This design comes from an exercise in tuning for small area on the open sky130 flow, not from production work.
RTL that was checked went through simulation tests only; none was proved equivalent to the original.
Power and IR drop assume default switching activity.

==> build 69: inputs <==
Design scsi_spc, start of the top module:
module scsi_spc (
    input  wire        clk,
    input  wire        rst,           
    input  wire        host_cs,
    input  wire        host_we,       
    input  wire [3:0]  host_addr,     
    input  wire [7:0]  host_wdata,
    output reg  [7:0]  host_rdata,    
    output wire        irq,
    output wire        drq,
    input  wire [8:0]  scsi_ctl_i,
    input  wire [7:0]  scsi_dat_i,
    output wire [8:0]  scsi_ctl_o,
    output wire [7:0]  scsi_dat_o
);
make LEC_CHECK=0 ABC_AREA=1 CAP_MARGIN=20 CORE_MARGIN=2 CORE_UTILIZATION=40 CTS_BUF_LIST=sky130_fd_sc_hd__clkbuf_8 CTS_CLUSTER_DIAMETER=80 CTS_CLUSTER_SIZE=18 PLACE_DENSITY=0.6 SLEW_MARGIN=20 finish   # period 10.0 ns
run.sh (not shown) runs the stock make flow with config.mk's settings and CLKGATE_MAP_FILE= SYNTH_SCRIPT=/design/flow/synth_recipe.tcl, a recipe that flattens the netlist after the stock synthesis.
==> build 58 (differences from build 69) <==
==> flow/flow/run.sh (new file) <==
#!/bin/bash
# Layout flow: the standard ORFS flow (standard.sh), with
#  - an area-oriented ABC mapping script (flow/abc_area.script, used with ABC_AREA 1),
#  - the smallest buffer cell for the port buffers,
#  - clock tree synthesis without dummy loads, on small clock buffers.
# Registers and their names come from the standard synthesis unchanged: only the
# combinational mapping script differs.
set -euo pipefail
W=$PWD
rm -rf "$W/scripts_x"
cp -r "$FLOW_HOME/scripts" "$W/scripts_x"
cp "$W/flow/abc_area.script" "$W/scripts_x/abc_area.script"
export SCRIPTS_DIR="$W/scripts_x"
export BUFFER_PORTS_ARGS="-buffer_cell sky130_fd_sc_hd__buf_1"
export CTS_ARGS="-sink_clustering_enable -repair_clock_nets -dont_use_dummy_load -buf_list {sky130_fd_sc_hd__clkbuf_8} -sink_clustering_size 14 -sink_clustering_max_diameter 60"
bash standard.sh > "$W/orfs_flow.log" 2>&1
==> flow/flow/abc_area.script (new file) <==
strash
&get -n
&deepsyn -T 30
&put
dch
amap
strash
dch
amap
topo
stime -c
==> flow/standard.sh (new file) <==
#!/bin/bash
# synth_recipe.tcl (not shown) runs the flow's synth.tcl, then flattens the netlist and writes it again
# the make line also repeats each setting of config.mk as NAME=value (left out here)
make -C /OpenROAD-flow-scripts/flow DESIGN_CONFIG=/design/flow/config.mk WORK_HOME=/design/flow/orfs CLKGATE_MAP_FILE= SYNTH_SCRIPT=/design/flow/synth_recipe.tcl "${@:-finish}"
- CTS_BUF_LIST: sky130_fd_sc_hd__clkbuf_8 -> unset
- CTS_CLUSTER_DIAMETER: 80 -> unset
- CTS_CLUSTER_SIZE: 18 -> unset
removed: flow/run.sh
==> metrics.yaml <==
outcome: "finished clean"
crit_cells: 17
multi_input_logic_portion_of_the_cell_area: 0.478
nNonClkBuffers: 72
[end of results for build 69]
==> metrics.yaml <==
outcome: "finished clean"
nNonClkBuffers: 64
place_congestion: 0.984
multi_input_logic_portion_of_the_cell_area: 0.431
antenna_diode_count: 0
crit_cells: 15
synth_area_per_cell_um2: 8.41
[end of results for build 58]
Function was not checked in any run of this note: the RTL went through the layout flow alone.

========
==> violet <==
scsi_spc, a different RTL version from the one above (not shown whole).
==> flow/config.mk <==
export PLATFORM = sky130hd
export DESIGN_NAME = scsi_spc
export DESIGN_NICKNAME = scsi_spc
export VERILOG_FILES = /design/flow/design.v
export SDC_FILE = /design/flow/constraint.sdc
export NUM_CORES = 4
export LEC_CHECK = 0
export CAP_MARGIN = 20
export CORE_MARGIN = 2
export CORE_UTILIZATION = 40
export PLACE_DENSITY = 0.6
export SLEW_MARGIN = 20
==> flow/constraint.sdc <==
create_clock -name core_clock -period 10.0 [get_ports {clk}]
set_input_delay 2.0000 -clock core_clock [delete_from_list [all_inputs] [get_ports {clk}]]
set_output_delay 2.0000 -clock core_clock [all_outputs]
set_load 0.01 [all_outputs]
Stock flow here: none of the scripts above is used.
==> nickel (differences from violet) <==
Settings changed: CTS_BUF_LIST set to sky130_fd_sc_hd__clkbuf_4.
==> willow (differences from violet) <==
Settings changed: CTS_BUF_LIST set to sky130_fd_sc_hd__clkbuf_8, CTS_CLUSTER_SIZE set to 30.
==> comparison <==
- nickel produced a clean layout. violet went through all stages and came out clean. willow completed with no timing, DRC or antenna violations.
- The highest sequential share of layout area belongs to nickel, the lowest to willow.
- Maximum frequency, highest first: willow, violet, nickel.
- In non-clock buffer count, willow and violet do not differ.
- Between willow and nickel, the lower cell area is in nickel (gap about 1.2%, measured against nickel).
- First-iteration DRC count: willow < violet < nickel.
- In sequential power, violet and nickel hardly differ.
- In flip-flop and latch count, willow and violet do not differ.
- The lowest register-to-register slack belongs to violet, the highest to nickel.

========
==> v31: inputs <==
Another version of the RTL of scsi_spc (not shown whole).
Settings: LEC_CHECK=0, ABC_AREA=1, CAP_MARGIN=20, CORE_MARGIN=2, CORE_UTILIZATION=60, PLACE_DENSITY=0.75, SLEW_MARGIN=20; clock period 10.0 ns.
standard.sh (not shown) runs the stock make flow with config.mk's settings and CLKGATE_MAP_FILE= SYNTH_SCRIPT=/design/flow/synth_recipe.tcl, a recipe that flattens the netlist after the stock synthesis.
==> flow/flow/run.sh <==
#!/bin/bash
# Layout flow: the standard ORFS flow (standard.sh), with
#  - an area-oriented ABC mapping script (flow/abc_area.script, used with ABC_AREA 1),
#  - the smallest buffer cell for the port buffers,
#  - clock tree synthesis without dummy loads, on small clock buffers.
# Registers and their names come from the standard synthesis unchanged: only the
# combinational mapping script differs.
set -euo pipefail
W=$PWD
rm -rf "$W/scripts_x"
cp -r "$FLOW_HOME/scripts" "$W/scripts_x"
cp "$W/flow/abc_area.script" "$W/scripts_x/abc_area.script"
export SCRIPTS_DIR="$W/scripts_x"
export BUFFER_PORTS_ARGS="-buffer_cell sky130_fd_sc_hd__buf_1"
export CTS_ARGS="-sink_clustering_enable -repair_clock_nets -dont_use_dummy_load -buf_list {sky130_fd_sc_hd__clkbuf_4} -sink_clustering_size 8 -sink_clustering_max_diameter 50"
bash standard.sh > "$W/orfs_flow.log" 2>&1
==> flow/flow/abc_area.script <==
strash
&get -n
&deepsyn -T 30
&put
dch
amap
strash
dch
amap
topo
stime -c
==> v4 (differences from v31) <==
--- a/flow/design.v
+++ b/flow/design.v
@@ -35,19 +35,17 @@
                      S_SEL_ASSERT_ID   = 5'd10,
                      S_SEL_ASSERT_SEL  = 5'd11,
                      S_SEL_PRE_WAIT    = 5'd12,
                      S_SEL_WAIT_BSY    = 5'd13,
                      S_SEL_SUCCESS     = 5'd14,
-                     S_SEL_PRE_WAIT_A  = 5'd15,    
-                     S_SEL_WAIT_BSY_A  = 5'd16,    
-                     S_X_WAIT_REQ      = 5'd24,
-                     S_X_SEND_DATA     = 5'd25,
-                     S_X_RECV_DATA     = 5'd26,
-                     S_X_SEND_ACK      = 5'd27,
-                     S_X_WAIT_DEASSERT = 5'd28,
-                     S_X_DEASSERT_ACK  = 5'd29,
-                     S_X_WAIT_EMPTY    = 5'd30;
+                     S_X_WAIT_REQ      = 5'd16,
+                     S_X_SEND_DATA     = 5'd17,
+                     S_X_RECV_DATA     = 5'd18,
+                     S_X_SEND_ACK      = 5'd19,
+                     S_X_WAIT_DEASSERT = 5'd20,
+                     S_X_DEASSERT_ACK  = 5'd21,
+                     S_X_WAIT_EMPTY    = 5'd22;
     reg [2:0]  bdid;
     reg [7:0]  sctl, scmd, temp, dreg;
     reg [5:0]  ints;           
     reg [7:0]  sdgc;
     reg [7:0]  pctl;           
@@ -63,10 +61,11 @@
     reg [4:0]  sig;            
     reg [2:0]  diag_sig;
     reg [7:0]  dat;            
     reg        connected, atn_q, xfer_dma, rst_seen;
     reg [2:0]  xfer_phase;
+    reg        sel_armed;
     reg [8:0]  sel_lo;
     reg [15:0] sel_hi;
     reg [2:0]  bf_cnt;
     wire       xfer_in = xfer_phase[0];
     wire [8:0] sig9 = {sig[4], sig[3], sig[2], 1'b0, sig[1], sig[0], 3'b000};
@@ -76,12 +75,11 @@
     wire [8:0] sense = dm ? {ctl[8], ctl[7], diag_sig[2] | sdgc[6], sdgc[7], ctl[4],
                              diag_sig[0] | sdgc[3], sdgc[2], sdgc[1], sdgc[0]}
                           : ctl;
     wire bus_free   = !ctl[3] && !ctl[4];
     wire bf_detect  = bus_free && bf_cnt[2];
-    wire fam_xfer = state[4] && state[3];
-    wire sel_armed = (state == S_SEL_PRE_WAIT_A) || (state == S_SEL_WAIT_BSY_A);
+    wire fam_xfer = state[4];
     wire eng_free = (state == S_IDLE);
     wire fam_sel  = !fam_xfer && !eng_free;
     wire run      = !dly;
     wire [7:0] own_id = 8'd1 << bdid;
     reg        hi_seen;
@@ -154,12 +152,11 @@
     reg        dly_n;
     reg [4:0]  own;            
     reg [4:0]  sig_n;
     reg [2:0]  diag_n;
     reg [7:0]  dat_n;
-    reg        d_clr, d_id, d_tmp, d_fifo;    
-    reg        conn_n, atn_n, lz_n;
+    reg        conn_n, atn_n, armed_n, lz_n;
     reg [8:0]  sello_n;
     reg [15:0] selhi_n;
     reg [2:0]  bf_n;
     reg [5:0]  int_set;
     reg        abort_all, rst_rise, flush;
@@ -173,16 +170,14 @@
         state_n  = state;
         dly_n    = dly;
         own      = dm ? {2'b00, diag_sig} : sig;
         sig_n    = sig;
         diag_n   = diag_sig;
-        d_clr    = 1'b0;
-        d_id     = 1'b0;
-        d_tmp    = 1'b0;
-        d_fifo   = 1'b0;
+        dat_n    = dat;
         conn_n   = connected;
         atn_n    = atn_q;
+        armed_n  = sel_armed;
         int_set  = 6'h00;
         abort_all = 1'b0;
         flush    = 1'b0;
         e_pop    = 1'b0;
         e_push   = 1'b0;
@@ -206,11 +201,11 @@
                         state_n = S_ARB_PRE_BSY; dly_n = D_1;
                     end
                 S_ARB_PRE_BSY:
                     state_n = S_ARB_ASSERT_BSY;
                 S_ARB_ASSERT_BSY: begin
-                    d_id  = 1'b1;
+                    dat_n = own_id;
                     own   = own | O_BSY;
                     state_n = S_ARB_SETTLE1; dly_n = D_1;
                 end
                 S_ARB_SETTLE1: begin
                     state_n = S_ARB_SETTLE2; dly_n = D_1;
@@ -218,11 +213,11 @@
                 S_ARB_SETTLE2:
                     state_n = S_ARB_WAIT;
                 S_ARB_WAIT:
                     if (hi_seen) begin
                         own   = own & ~O_BSY;
-                        d_clr = 1'b1;
+                        dat_n = 8'h00;
                         state_n = S_IDLE;
                     end else begin
                         state_n = S_ARB_ASSERT_SEL; dly_n = D_1;
                     end
                 S_ARB_ASSERT_SEL: begin
@@ -234,40 +229,38 @@
                         state_n = S_SEL_PRE_ID; dly_n = D_1;
                     end
                 S_SEL_PRE_ID:
                     state_n = S_SEL_ASSERT_ID;
                 S_SEL_ASSERT_ID: begin
-                    d_id  = 1'b1;
-                    d_tmp = 1'b1;
+                    dat_n = own_id | temp;
                     state_n = S_SEL_ASSERT_SEL; dly_n = D_1;
                 end
                 S_SEL_ASSERT_SEL: begin
                     own = (own & ~(O_SEL | O_ATN | O_BSY)) | O_SEL | (atn_q ? O_ATN : 5'h00);
-                    state_n = (tc[23:8] != 16'd0) ? S_SEL_PRE_WAIT_A : S_SEL_PRE_WAIT;
-                    dly_n = D_1;
+                    armed_n = (tc[23:8] != 16'd0);
+                    state_n = S_SEL_PRE_WAIT; dly_n = D_1;
                 end
                 S_SEL_PRE_WAIT:
                     state_n = S_SEL_WAIT_BSY;
-                S_SEL_PRE_WAIT_A:
-                    state_n = S_SEL_WAIT_BSY_A;
-                S_SEL_WAIT_BSY, S_SEL_WAIT_BSY_A:
+                S_SEL_WAIT_BSY:
                     if (sense[3] && !sense[5] && (sense[2:0] == 3'd0)) begin
+                        armed_n = 1'b0;
                         sel_ok  = 1'b1;
                         state_n = S_SEL_SUCCESS; dly_n = D_1;
                     end
                 S_SEL_SUCCESS:
                     if ((own & ~(O_ATN | O_RST)) == O_SEL) begin
                         own   = own & ~O_SEL;
-                        d_clr = 1'b1;
+                        dat_n = 8'h00;
                         conn_n = 1'b1;
                         int_set = int_set | I_CC[5:0];
                         state_n = S_IDLE;
                     end
                 S_X_WAIT_REQ:
                     if (!sense[3] || (sense[2:0] != xfer_phase)) begin
                         own   = own & ~O_ACK;
-                        d_clr = 1'b1;
+                        dat_n = 8'h00;
                         e_flush = !xfer_in;
                         if (!sense[3]) begin
                             int_set = int_set | I_DISC[5:0];
                             conn_n  = 1'b0;
                         end else begin
@@ -278,14 +271,14 @@
                         state_n = xfer_in ? S_X_RECV_DATA : S_X_SEND_DATA;
                         dly_n   = D_1;
                     end
                 S_X_SEND_DATA:
                     if (tc_zero) begin
-                        d_tmp = 1'b1;
+                        dat_n = temp;
                         state_n = S_X_SEND_ACK; dly_n = D_1;
                     end else if (!cnt_zero) begin
-                        d_fifo = 1'b1;
+                        dat_n  = fifo_out;
                         e_pop  = 1'b1;
                         state_n = S_X_SEND_ACK; dly_n = D_1;
                     end
                 S_X_RECV_DATA:
                     if (tc_zero) begin
@@ -308,30 +301,31 @@
                     if (!sense[5]) begin
                         state_n = S_X_DEASSERT_ACK; dly_n = D_1;
                     end
                 S_X_DEASSERT_ACK: begin
                     tc_dec = !tc_zero;
-                    if (!xfer_in) d_clr = 1'b1;
+                    if (!xfer_in) dat_n = 8'h00;
                     own = own & ~O_ACK;
                     state_n = tc_le1 ? S_X_WAIT_EMPTY : S_X_WAIT_REQ;
                     dly_n   = D_1;
                 end
                 S_X_WAIT_EMPTY:
                     if (cnt_zero) begin
-                        d_clr   = 1'b1;
+                        dat_n   = 8'h00;
                         int_set = int_set | I_CC[5:0];
                         state_n = S_IDLE;
                     end
                 default: ;
             endcase
         end
         if (sel_armed && !sel_ok && sc_zero) begin
             own     = own & ~(O_BSY | O_SEL | O_ATN | O_ACK);
-            d_clr   = 1'b1;
+            dat_n   = 8'h00;
             int_set = int_set | I_TO[5:0];
             state_n = S_IDLE;
             dly_n   = 1'b0;
+            armed_n = 1'b0;
             atn_n   = 1'b0;
         end
         cnt1 = e_flush ? 4'd0 :
                e_pop   ? fifo_cnt - 4'd1 :
                e_push  ? fifo_cnt + 4'd1 : fifo_cnt;
@@ -351,15 +345,16 @@
                     if (!sctl[7]) begin
                         case (host_wdata[7:5])
                             3'd0:  
                                 if (!fam_xfer) begin
                                     own   = own & ~(O_BSY | O_SEL | O_ATN | O_ACK);
-                                    d_clr = 1'b1;
+                                    dat_n = 8'h00;
                                     atn_n = 1'b0;
                                     if (fam_sel) begin
                                         state_n = S_IDLE;
                                         dly_n   = 1'b0;
+                                        armed_n = 1'b0;
                                     end
                                 end
                             3'd1:  
                                 if (eng_free) begin
                                     serr_n  = 1'b0;
@@ -408,14 +403,15 @@
         cnt_n = cnt1 + (h_push ? 4'd1 : 4'd0) - (h_pop ? 4'd1 : 4'd0);
         if (rst_rise) begin
             int_set = int_set | I_RC[5:0];
             if (!eng_free || connected) begin
                 own     = own & ~(O_BSY | O_SEL | O_ATN | O_ACK);
-                d_clr   = 1'b1;
+                dat_n   = 8'h00;
                 flush   = 1'b1;
                 state_n = S_IDLE;
                 dly_n   = 1'b0;
+                armed_n = 1'b0;
                 conn_n  = 1'b0;
                 atn_n   = 1'b0;
             end
         end
         if (abort_all) ints_n = ints_n | (int_set & I_RC[5:0]);
@@ -424,23 +420,18 @@
             own     = 5'h00;
             scmd_n  = scmd_n & ~8'h10;
             flush   = 1'b1;
             state_n = S_IDLE;
             dly_n   = 1'b0;
+            armed_n = 1'b0;
             conn_n  = 1'b0;
             atn_n   = 1'b0;
             serr_n  = 1'b0;
-            d_clr   = 1'b1;
+            dat_n   = 8'h00;
         end
         if (flush) cnt_n = 4'd0;
         head_n = e_flush ? tail : fifo_head + {2'b00, e_pop} + {2'b00, h_pop};
-        if (d_clr)
-            dat_n = 8'h00;
-        else if (d_id || d_tmp || d_fifo)
-            dat_n = ({8{d_id}} & own_id) | ({8{d_tmp}} & temp) | ({8{d_fifo}} & fifo_out);
-        else
-            dat_n = dat;
         if (abort_all) begin
             sig_n  = 5'h00;
             diag_n = 3'h0;
         end else if (dm) begin
             diag_n = own[2:0];
@@ -458,15 +449,11 @@
             sello_n = lo_next;
             for (k = 0; k < 16; k = k + 1) selhi_n[k] = sel_hi[k] ^ (lo_zero & hi_z[k]);
         end
     end
     wire [7:0] t_oh  = 8'd1 << tail;
-    wire       we_a  = e_push || h_push;        
-    wire       we_b  = e_push && h_push;        
-    wire [7:0] f_we  = ({8{we_a}} & t_oh) | ({8{we_b}} & {t_oh[6:0], t_oh[7]});
-    wire [7:0] wd_even = (e_push && !tail[0]) ? data : host_wdata;
-    wire [7:0] wd_odd  = (e_push &&  tail[0]) ? data : host_wdata;
+    wire [7:0] h_oh  = e_push ? {t_oh[6:0], t_oh[7]} : t_oh;
     always @(posedge clk) begin
         if (rst) begin
             bdid      <= 3'd7;
             sctl      <= 8'h00;
             scmd      <= 8'h00;
@@ -486,10 +473,11 @@
             diag_sig  <= 3'h0;
             dat       <= 8'h00;
             connected <= 1'b0;
             atn_q     <= 1'b0;
             rst_seen  <= 1'b0;
+            sel_armed <= 1'b0;
             bf_cnt    <= 3'd0;
         end else begin
             bdid      <= bdid_n;
             sctl      <= sctl_n;
             scmd      <= scmd_n;
@@ -509,10 +497,11 @@
             diag_sig  <= diag_n;
             dat       <= dat_n;
             connected <= conn_n;
             atn_q     <= atn_n;
             rst_seen  <= ctl[8];
+            sel_armed <= armed_n;
             bf_cnt    <= bf_n;
         end
     end
     always @(posedge clk) begin
         if (eng_free) begin
@@ -523,9 +512,11 @@
         sel_hi <= selhi_n;
     end
     integer i;
     always @(posedge clk) begin
         for (i = 0; i < 8; i = i + 1)
-            if (f_we[i])
-                fifo_mem[i] <= i[0] ? wd_odd : wd_even;
+            if (e_push && t_oh[i])
+                fifo_mem[i] <= data;
+            else if (h_push && h_oh[i])
+                fifo_mem[i] <= host_wdata;
     end
 endmodule
--- a/flow/config.mk
+++ b/flow/config.mk
@@ -6,8 +6,8 @@
 export NUM_CORES = 4
 export LEC_CHECK = 0
 export ABC_AREA = 1
 export CAP_MARGIN = 20
 export CORE_MARGIN = 2
-export CORE_UTILIZATION = 60
-export PLACE_DENSITY = 0.75
+export CORE_UTILIZATION = 40
+export PLACE_DENSITY = 0.6
 export SLEW_MARGIN = 20
==> qor summary <==
| item | v4 | v31 |
|---|---|---|
| Status | timing/DRC/antenna clean | timing/DRC/antenna clean |
| Synthesized-area fraction occupied by adder cells | 2.525% | 2.605% |
| Clock latency of the later-clocked register in the worst-skew pair | 0.64 ns | 0.72 ns |
| Synthesized instance count | 1234 | 1192 |
| Vias per inst | 6.318 | 6.740 |
| Met3 demand-to-capacity share in global routing | 4.470% | 7.893% |
| Final Critical Period | 7.579 ns | 8.544 ns |
| Number of buffers added by the clock tree synthesis step | 34 | 31 |
| Share of total power consumed by net switching | 28.68% | 28.97% |
| Power share of the clock group | 29.1% | 27.6% |
| Buf/Inv on CP | 5 | 4 |
| Initial Util | 40.81% | 60.90% |
| Detailed-routing wirelength on met1 | 16.46 mm | 13.47 mm |
| Total die area | 0.02707 mm2 | 0.01770 mm2 |
| Cell internal power dissipation | 1111 uW | 1084 uW |
| DIE WIDTH | 164.5 um | 133.1 um |
| Fmax achieved | 0.1319 GHz | 0.1170 GHz |
| Switching power of the nets | 446.8 uW | 441.9 uW |
| Post-synthesis instance area | 0.01031 mm2 | 0.009992 mm2 |
| Share of final-layout standard cells stronger than drive strength 1 | 3.598% | 3.193% |
| Reg2reg setup slack | 3.77 ns | 3.68 ns |
| Count of buffers not belonging to the clock network in the layout | 67 | 62 |
For v31, only the layout was checked, not whether the RTL still works.

-- re-timing with driven ports --
The results above use ideal ports. As a check the final layouts listed here were re-extracted and re-timed, cells and wires unchanged.
Step 1 (the two cells are an assumption about what drives the block):
set clk [get_ports {clk}]
set_driving_cell -lib_cell sky130_fd_sc_hd__clkbuf_16 $clk
set_driving_cell -lib_cell sky130_fd_sc_hd__buf_2 [delete_from_list [all_inputs] $clk]
Step 2 also shifts input and output timing later by t, the mid clock arrival at the registers, as if the neighbouring blocks saw the same clock.
a / b / c = ideal / step 1 / step 2; a / b = the first two.
run | t (ns) | setup slack, ns | worst hold slack (ns) | worst setup path at the end | worst data-port slew with drivers (ns)
build 69 | 0.577 | 2.449 / 2.425 / 2.425 | 0.410 / 0.410 / 0.410 | input to output | 0.03
build 58 | 0.580 | 2.268 / 2.245 / 2.245 | 0.395 / 0.395 / 0.395 | input to output | 0.03
violet | 0.609 | 2.689 / 2.663 / 2.663 | 0.458 / 0.458 / 0.458 | input to output | 0.05
nickel | 0.794 | 2.639 / 2.613 / 2.613 | 0.461 / 0.461 / 0.461 | input to output | 0.05
willow | 0.663 | 2.691 / 2.666 / 2.666 | 0.460 / 0.460 / 0.460 | input to output | 0.05
v31 | 0.716 | 1.456 / 1.432 / 1.432 | 0.444 / 0.444 / 0.444 | input to output | 0.04
v4 | 0.661 | 2.421 / 2.377 / 2.377 | 0.427 / 0.427 / 0.427 | input to output | 0.05
After both steps setup and hold are still met in every run listed. For v4, which loses most, drivers alone change the setup slack by -0.044 ns; drivers and shift together by -0.044 ns.
